Background: an optimization exercise with open tools, aiming at small area. Do not read the settings as production practice. Function was checked by simulation only, so behaviour that the tests miss may differ from the original. Power is estimated from default activity; no workload was simulated.

==> inputs of umber <==
// onepin_link
module onepin_link (
    input  wire        clk,
    input  wire        rst,         
    input  wire        h_bank,
    input  wire [3:0]  h_addr,      
    input  wire        h_we,
    input  wire [31:0] h_wdata,
    output wire [31:0] h_rdata,
    input  wire        ext_low,
    output wire        line_o,
    output wire        p_irq,
    output wire        s_irq
);
Settings: LEC_CHECK=0, CAP_MARGIN=20, CORE_MARGIN=2, CORE_UTILIZATION=50, PLACE_DENSITY=0.8, SLEW_MARGIN=20; clock period 12.0 ns.
standard.sh (not shown) runs the stock make flow with config.mk's settings and CLKGATE_MAP_FILE= SYNTH_SCRIPT=/design/flow/synth_recipe.tcl, a recipe that flattens the netlist after the stock synthesis.
==> flow/flow/run.sh <==
#!/bin/bash
# Own layout flow: the standard flow (standard.sh, all steps) with these changes:
#  - synthesis: the standard flow's script (synth.tcl here), except that ABC maps the logic with
#    the area script area.abc and adders are left to ABC (no adder cells);
#  - port buffers are buf_1;
#  - clock tree: clkbuf_8 buffers, sink clusters of up to 16, and no dummy loads.
# Each tool's full output stays in orfs/logs; make's output goes to flow_make.log.
set -euo pipefail
W=$(pwd)
F=$W/flow
CTS="-sink_clustering_enable -repair_clock_nets -buf_list {sky130_fd_sc_hd__clkbuf_8} -sink_clustering_size 16 -sink_clustering_max_diameter 40 -dont_use_dummy_load"
bash "$W/standard.sh" \
  "SYNTH_SCRIPT=$F/synth.tcl" "FLOW_ABC_SCRIPT=$F/area.abc" "ADDER_MAP_FILE=" \
  "BUFFER_PORTS_ARGS=-buffer_cell sky130_fd_sc_hd__buf_1" \
  "CTS_ARGS=$CTS" \
  finish > "$W/flow_make.log" 2>&1
==> flow/flow/area.abc <==
strash
dc2
dc2
dch -f
if -K 4 -a
mfs2 -a
strash
dch -f
amap
topo
dnsize
==> flow/flow/synth.tcl <==
# The standard flow's synthesis script (synth_recipe.tcl) with one change: ABC maps the logic
# with the area-oriented script area.abc beside this file instead of ORFS's
# speed script. Registers are mapped before ABC runs, so they are the same.
proc synth {args} { yosys synth -nofsm -noshare {*}$args }
proc abc {args} {
  set i [lsearch -exact $args -script]
  if {$i >= 0} {
    set args [lreplace $args $i [expr {$i + 1}] -script $::env(FLOW_ABC_SCRIPT)]
  }
  yosys abc {*}$args
}
source $::env(SCRIPTS_DIR)/synth.tcl
# left out here: clear keep_hierarchy, flatten, clean up, hide names made inside functions, write 1_2_yosys.v
==> yarrow: changes against umber <==
==> flow/flow/run.sh (replaced) <==
#!/bin/bash
# Own layout flow: the standard flow (standard.sh, all steps) with these changes:
#  - synthesis: the standard flow's script (synth.tcl here), except that ABC maps the logic with
#    the area script area.abc and adders are left to ABC (no adder cells);
#  - port buffers are buf_1;
#  - clock tree: clkbuf_8 buffers, sink clusters of up to 14 within 80 um, and no
#    dummy loads.
# Each tool's full output stays in orfs/logs; make's output goes to flow_make.log.
set -euo pipefail
W=$(pwd)
F=$W/flow
CTS="-sink_clustering_enable -repair_clock_nets -buf_list {sky130_fd_sc_hd__clkbuf_8} -sink_clustering_size 14 -sink_clustering_max_diameter 80 -dont_use_dummy_load"
bash "$W/standard.sh" \
  "SYNTH_SCRIPT=$F/synth.tcl" "FLOW_ABC_SCRIPT=$F/area.abc" "ADDER_MAP_FILE=" \
  "BUFFER_PORTS_ARGS=-buffer_cell sky130_fd_sc_hd__buf_1" \
  "CTS_ARGS=$CTS" \
  finish > "$W/flow_make.log" 2>&1
==> flow/flow/area.abc (replaced) <==
strash
dc2
dc2
&get -n
&deepsyn -I 2 -J 50
&put
dch -f
if -K 4 -a
mfs2 -a
strash
dch -f
amap
topo
dnsize
==> cedar: changes against umber <==
==> flow/flow/run.sh (replaced) <==
#!/bin/bash
# Own layout flow: the standard flow (standard.sh, all steps) with these changes:
#  - synthesis: the standard flow's script (synth.tcl here), except that ABC maps the logic with
#    the area script area.abc and adders are left to ABC (no adder cells);
#  - port buffers are buf_1;
#  - clock tree: clkbuf_8 buffers, sink clusters of up to 14 within 80 um, and no
#    dummy loads.
# Each tool's full output stays in orfs/logs; make's output goes to flow_make.log.
set -euo pipefail
W=$(pwd)
F=$W/flow
CTS="-sink_clustering_enable -repair_clock_nets -buf_list {sky130_fd_sc_hd__clkbuf_8} -sink_clustering_size 14 -sink_clustering_max_diameter 80 -dont_use_dummy_load"
bash "$W/standard.sh" \
  "SYNTH_SCRIPT=$F/synth.tcl" "FLOW_ABC_SCRIPT=$F/area.abc" "ADDER_MAP_FILE=" \
  "BUFFER_PORTS_ARGS=-buffer_cell sky130_fd_sc_hd__buf_1" \
  "CTS_ARGS=$CTS" \
  finish > "$W/flow_make.log" 2>&1
==> flow/flow/area.abc (replaced) <==
strash
dc2
dc2
&get -n
&deepsyn -I 2 -J 50
&put
dch -f
if -K 4 -a
mfs2 -a
strash
&get -n
&deepsyn -I 1 -J 30
&put
dch -f
amap
topo
dnsize
==> raven: changes against umber <==
==> flow/flow/area.abc (replaced) <==
strash
dc2
dc2
&get -n
&deepsyn -I 2 -J 50
&put
dch -f
if -K 4 -a
mfs2 -a
strash
dch -f
amap
topo
dnsize
==> comparison <==
Flip-flop and latch count is the same in raven and umber. Worst setup slack, lowest first: umber, yarrow, raven, cedar. Power, lowest first: yarrow, cedar, raven, umber. The highest routed wire length belongs to umber, the lowest to cedar. Of yarrow and umber, umber has the higher sequential power (gap about 3%, measured against umber). umber finished clean. yarrow passed the timing, DRC and antenna checks. raven finished with timing, DRC and antenna clean. cedar ran to the end with no violations. Synthesized cell count: umber is larger than yarrow (about 1%). Sequential share of layout area: cedar > yarrow > raven > umber. Die area: cedar is lower than yarrow (0.87%).

[separate check: timing with driven ports]
In the flow no input, the clock included, has a driving cell. The finished layouts below were timed again as built, in two steps. Step 1 assumes that a clkbuf_16 drives the clock port and a buf_2 every other input. Step 2 adds t to the input delays and takes it off the output delays; t is the mean of the earliest and latest rising clock arrival at the registers after step 1. Input paths then give back, and output paths get back, about the clock's delay inside the block. Three values: no drivers, after step 1, after step 2; two values: the first two.
| run | t (ns) | setup slack, ns | worst setup path at the end |
|---|---|---|---|
| umber | 0.727 | 1.627 / 1.627 / 1.627 | register to register |
| yarrow | 0.711 | 1.810 / 1.810 / 1.810 | register to register |
| cedar | 0.713 | 3.860 / 3.860 / 3.860 | register to register |
| raven | 0.717 | 1.875 / 1.875 / 1.875 | register to register |
After both steps every run listed still meets setup and hold.
